From an optimization exercise on the open Yosys and OpenROAD flow, aimed at small area; shortcuts taken in it are not production practice.
The RTL was checked by simulation tests, not by an equivalence proof against the original design.
No driver is modelled on the clock port, so clocking that relies on it looks cheaper here than on a real chip.
Power is estimated from default activity; no workload was simulated.

==> flow/design.v (excerpt) <==
module as5x47_core (
    input  wire        clk,
    input  wire        rst,           
    input  wire        req_valid,
    output wire        req_ready,
    input  wire [3:0]  req_op,
    input  wire [15:0] req_a,
    input  wire [15:0] req_b,
    input  wire [9:0]  req_c,
    output reg         rsp_valid,
    output reg  [15:0] rsp_frame,
    output reg  [19:0] rsp_val,
    output reg         rsp_pe,
    output reg         rsp_ef,
    output reg  [1:0]  rsp_err,
    output wire        xfer_req,
    output wire [3:0]  xfer_cs,
    output wire [15:0] xfer_tx,
    input  wire        xfer_ack,
    input  wire [15:0] xfer_rx,
    output wire        bus_own
);
==> flow/config.mk <==
export PLATFORM = sky130hd
export DESIGN_NAME = as5x47_core
export DESIGN_NICKNAME = as5x47_core
export VERILOG_FILES = /design/flow/design.v
export SDC_FILE = /design/flow/constraint.sdc
export NUM_CORES = 4
export LEC_CHECK = 0
export ABC_AREA = 1
export CAP_MARGIN = 20
export CORE_MARGIN = 2
export CORE_UTILIZATION = 40
export SLEW_MARGIN = 20
export SYNTH_HIERARCHICAL = 1
==> flow/constraint.sdc <==
create_clock -name core_clock -period 10.0 [get_ports {clk}]
set_input_delay 2.0000 -clock core_clock [delete_from_list [all_inputs] [get_ports {clk}]]
set_output_delay 2.0000 -clock core_clock [all_outputs]
set_load 0.01 [all_outputs]
run.sh (not shown) runs the stock make flow with config.mk's settings and CLKGATE_MAP_FILE= SYNTH_SCRIPT=/design/flow/synth_recipe.tcl, a recipe that flattens the netlist after the stock synthesis.
The baseline completed without violations.
Next try:
==> flow/flow/run.sh (new file) <==
#!/bin/bash
# Standard layout with two changes: the final ABC mapping of synthesis uses an
# area-oriented script, and the port buffers are plain buf_1 cells.
set -euo pipefail
here=$(pwd)
export FLOW_ABC_SCRIPT=$here/flow/abc_area.script
bash standard.sh "SYNTH_SCRIPT=$here/flow/synth.tcl" \
  "BUFFER_PORTS_ARGS=-buffer_cell sky130_fd_sc_hd__buf_1" finish > standard_flow.log 2>&1
==> flow/flow/abc_area.script (new file) <==
strash
balance
rewrite
refactor
balance
rewrite
rewrite -z
balance
refactor -z
rewrite -z
balance
dch -f
amap
topo
==> flow/flow/synth.tcl (new file) <==
# The standard flow's synthesis script (synth_recipe.tcl), with the final ABC mapping
# run with an area-oriented script (flow/abc_area.script).
proc synth {args} { yosys synth -nofsm -noshare {*}$args }
proc abc {args} {
  set i [lsearch -exact $args -script]
  if {$i >= 0} { lset args [expr {$i + 1}] $::env(FLOW_ABC_SCRIPT) }
  yosys abc {*}$args
}
source $::env(SCRIPTS_DIR)/synth.tcl
# left out here: clear keep_hierarchy, flatten, clean up, hide names made inside functions, write 1_2_yosys.v
==> flow/standard.sh (new file) <==
#!/bin/bash
# synth_recipe.tcl (not shown) runs the flow's synth.tcl, then flattens the netlist and writes it again
# the make line also repeats each setting of config.mk as NAME=value (left out here)
make -C /OpenROAD-flow-scripts/flow DESIGN_CONFIG=/design/flow/config.mk WORK_HOME=/design/flow/orfs CLKGATE_MAP_FILE= SYNTH_SCRIPT=/design/flow/synth_recipe.tcl "${@:-finish}"
ABC_AREA = unset   (was 1)
removed: flow/run.sh
=> Die area fell by 13%; non-clock buffer count rose by 4; first-iteration DRC count fell by 3.2%; clock skew hardly moves; critical path depth fell by 2; wire length fell by 11%; synthesized cell count fell by 22%; final area fell by 18%; count of clock-buffer cells in the layout rose by 2; power fell by 9.5%.
Next try:
CORE_UTILIZATION = 60   (was 40)
CTS_BUF_LIST = sky130_fd_sc_hd__clkbuf_8   (was unset)
After rerunning: Via count goes up by a little under a tenth; synthesized cell count is unchanged; area after synthesis is unchanged.
Next try:
==> flow/run.sh (new file) <==
#!/bin/bash
# synth_recipe.tcl (not shown) runs the flow's synth.tcl, then flattens the netlist and writes it again
# the make line also repeats each setting of config.mk as NAME=value (left out here)
make -C /OpenROAD-flow-scripts/flow DESIGN_CONFIG=/design/flow/config.mk WORK_HOME=/design/flow/orfs CLKGATE_MAP_FILE= SYNTH_SCRIPT=/design/flow/synth_recipe.tcl finish
ABC_AREA = 1   (was unset)
CORE_UTILIZATION = 40   (was 60)
CTS_BUF_LIST = unset   (was sky130_fd_sc_hd__clkbuf_8)
SYNTH_HIERARCHICAL = unset   (was 1)
removed: flow/flow/run.sh
removed: flow/flow/abc_area.script
removed: flow/flow/synth.tcl
removed: flow/standard.sh
=> Synthesized cell count grows by 36%; global-route usage went down by 13 points; die area came out higher by 70%; via count climbs by 5.9%; first-iteration DRC count falls by 9.5%; combinational power is higher by 40%; register-to-register slack gets better by 0.89 ns; design area is higher by 27%; non-clock buffer count fell by 4; flip-flop and latch count does not change; setup slack is better by 0.42 ns.

* * *

as5x47_core, a different RTL version from the one above (not shown whole).
For scale: ~72 flip-flops, roughly 130 I/O pins.
==> flow/config.mk <==
export PLATFORM = sky130hd
export DESIGN_NAME = as5x47_core
export DESIGN_NICKNAME = as5x47_core
export VERILOG_FILES = /design/flow/design.v
export SDC_FILE = /design/flow/constraint.sdc
export NUM_CORES = 4
export LEC_CHECK = 0
export CAP_MARGIN = 20
export CORE_MARGIN = 2
export CORE_UTILIZATION = 60
export SLEW_MARGIN = 20
export SYNTH_HIERARCHICAL = 1
==> flow/constraint.sdc <==
create_clock -name core_clock -period 10.0 [get_ports {clk}]
set_input_delay 2.0000 -clock core_clock [delete_from_list [all_inputs] [get_ports {clk}]]
set_output_delay 2.0000 -clock core_clock [all_outputs]
set_load 0.01 [all_outputs]
standard.sh (not shown) runs the stock make flow with config.mk's settings and CLKGATE_MAP_FILE= SYNTH_SCRIPT=/design/flow/synth_recipe.tcl, a recipe that flattens the netlist after the stock synthesis.
==> flow/flow/run.sh <==
#!/bin/bash
# Standard layout with these changes: the final ABC mapping of synthesis uses
# an area-oriented script, the port buffers are plain buf_1 cells, clock tree
# synthesis uses clkbuf_8 buffers without dummy balancing loads, and after it
# each clock buffer whose flip-flops keep a low clock slew is downsized to
# clkbuf_4 (flow/clkdown.tcl).
set -euo pipefail
here=$(pwd)
export FLOW_ABC_SCRIPT=$here/flow/abc_area.script
args=("SYNTH_SCRIPT=$here/flow/synth.tcl"
  "BUFFER_PORTS_ARGS=-buffer_cell sky130_fd_sc_hd__buf_1"
  "CTS_ARGS=-sink_clustering_enable -repair_clock_nets -dont_use_dummy_load -buf_list sky130_fd_sc_hd__clkbuf_8")
bash standard.sh "${args[@]}" cts > standard_flow.log 2>&1
export RES_DIR=$here/orfs/results/sky130hd/as5x47_core/base
openroad -no_init -exit flow/clkdown.tcl > clkdown.log 2>&1
bash standard.sh "${args[@]}" finish > standard_flow_finish.log 2>&1
==> flow/flow/abc_area.script <==
strash
dch -f
amap -F 3 -A 10
topo
==> flow/flow/clkdown.tcl <==
set plat $::env(FLOW_HOME)/platforms/sky130hd
set res $::env(RES_DIR)
read_liberty $plat/lib/sky130_fd_sc_hd__tt_025C_1v80.lib
read_db $res/4_cts.odb
read_sdc $res/4_cts.sdc
source $plat/setRC.tcl
set_propagated_clock [all_clocks]
estimate_parasitics -placement
proc maxslew {} {
  set ms 0
  foreach p [get_pins -hierarchical */CLK] {
    set s [get_property $p slew_max]
    if {$s > $ms} { set ms $s }
  }
  return $ms
}
puts "clock slew before: [maxslew]"
foreach inst [get_cells clkbuf_*] {
  set n [get_property $inst name]
  if {[get_property $inst ref_name] ne "sky130_fd_sc_hd__clkbuf_8"} { continue }
  replace_cell $inst sky130_fd_sc_hd__clkbuf_4
  estimate_parasitics -placement
  set s [maxslew]
  if {$s > 0.095} {
    replace_cell $inst sky130_fd_sc_hd__clkbuf_8
    estimate_parasitics -placement
    puts "keep clkbuf_8 $n ($s)"
  } else {
    puts "clkbuf_4 $n ($s)"
  }
}
puts "clock slew after: [maxslew]"
detailed_placement
check_placement
report_worst_slack -max
report_worst_slack -min
write_db $res/4_cts.odb
==> flow/flow/synth.tcl <==
# The standard flow's synthesis script (synth_recipe.tcl), with the final ABC mapping
# run with an area-oriented script (flow/abc_area.script).
proc synth {args} { yosys synth -nofsm -noshare {*}$args }
proc abc {args} {
  set i [lsearch -exact $args -script]
  if {$i >= 0} { lset args [expr {$i + 1}] $::env(FLOW_ABC_SCRIPT) }
  yosys abc {*}$args
}
source $::env(SCRIPTS_DIR)/synth.tcl
# left out here: clear keep_hierarchy, flatten, clean up, hide names made inside functions, write 1_2_yosys.v
Then changed:
==> flow/flow/run.sh (replaced) <==
#!/bin/bash
# Standard layout with three changes: the final ABC mapping of synthesis uses
# an area-oriented script, the port buffers are plain buf_1 cells, and clock
# tree synthesis uses clkbuf_8 buffers without dummy balancing loads.
set -euo pipefail
here=$(pwd)
export FLOW_ABC_SCRIPT=$here/flow/abc_area.script
bash standard.sh "SYNTH_SCRIPT=$here/flow/synth.tcl" \
  "BUFFER_PORTS_ARGS=-buffer_cell sky130_fd_sc_hd__buf_1" \
  "CTS_ARGS=-sink_clustering_enable -repair_clock_nets -dont_use_dummy_load -buf_list sky130_fd_sc_hd__clkbuf_8" \
  finish > standard_flow.log 2>&1
==> flow/flow/abc_area.script (replaced) <==
strash
balance
rewrite
refactor
balance
rewrite
rewrite -z
balance
refactor -z
rewrite -z
balance
dch -f
amap
topo
Settings changed: CORE_UTILIZATION 60 to 40.
removed: flow/flow/clkdown.tcl
What happened: The new run completed with no timing, DRC or antenna violations; core utilization shrinks by 23 points; cell area grows by 3.2%; wire length shrinks by 3.4%; area after synthesis grows by 0.76%; non-clock buffer count grows by 6; sequential power is about the same; die area grows by 49%; sequential cell count does not change; clock skew grows by 4.4 ps.
Then changed:
==> flow/flow/abc_area.script (replaced) <==
strash
dch -f
amap -F 3 -A 10
topo
Settings changed: CAP_MARGIN 20 to 0, CORE_UTILIZATION 40 to 60, SLEW_MARGIN 20 to 0.
Effect: Total power is higher by 2.3%. Wire length is higher by 3.2%. Synthesized area is lower by 0.75%. Cell area is lower by 2.4%. Final cell count is lower by 8.1%. Via count is higher by 6.0%. Worst hold slack gains 20 ps. Maximum frequency is lower by 1.5%. Clock-buffer cell count is unchanged. Non-clock buffer count is lower by 6.
Then changed:
==> flow/flow/abc_area.script (replaced) <==
strash
balance
rewrite
refactor
balance
rewrite
rewrite -z
balance
refactor -z
rewrite -z
balance
dch -f
amap
topo
Settings changed: CAP_MARGIN 0 to 20, SLEW_MARGIN 0 to 20.
Outcome: The changed run passed the timing, DRC and antenna checks. Flip-flop and latch count stays the same. Cell area rises by 1.2%. Total power is about the same. Count of clock-buffer cells in the layout is unchanged. Die area is higher by about 0.7%. Wire length barely changes. Clock skew drops by 7.8 ps. Sequential power is about the same. Final cell count grows by 2.3%. Setup slack got worse by 51 ps. Register-to-register slack is better by 770 ps.

re-timing with driven ports:
The results above use ideal ports. As a check the final layouts listed here were re-extracted and re-timed, cells and wires unchanged. Step 1: set_driving_cell puts a clkbuf_16 on clk and a buf_2 on each other input, an assumption about the parent block. Step 2 also shifts input and output timing later by t, the mid clock arrival at the registers, as if the neighbouring blocks saw the same clock. Slacks: ideal / step 1 / step 2; pairs: ideal / step 1.
run	t, ns	slack for setup (ns)	hold slack, ns	worst setup path at the end	latest minus earliest clock arrival (ns)
the first run of note 1	0.384	0.786 / 0.803 / 0.419	0.472 / 0.472 / 0.472	input to register	0.016 / 0.016
the second run of note 1	0.381	0.958 / 0.966 / 0.586	0.489 / 0.489 / 0.489	input to register	0.011 / 0.011
the third run of note 1	0.398	0.938 / 0.945 / 0.548	0.504 / 0.504 / 0.504	input to register	0.018 / 0.017
the fourth run of note 1	0.387	1.355 / 1.360 / 0.973	0.465 / 0.465 / 0.465	input to register	0.010 / 0.010
the first run of note 2	0.438	0.943 / 0.954 / 0.516	0.527 / 0.527 / 0.527	input to register	0.019 / 0.018
the second run of note 2	0.383	1.015 / 1.012 / 0.629	0.510 / 0.510 / 0.510	input to register	0.020 / 0.020
the third run of note 2	0.376	0.877 / 0.889 / 0.514	0.531 / 0.531 / 0.531	input to register	0.023 / 0.023
the fourth run of note 2	0.378	0.825 / 0.814 / 0.436	0.499 / 0.499 / 0.499	input to register	0.017 / 0.016
After both steps every run listed still meets setup and hold. For the first run of note 2, which loses most, drivers alone change the setup slack by +0.011 ns; drivers and shift together by -0.427 ns.
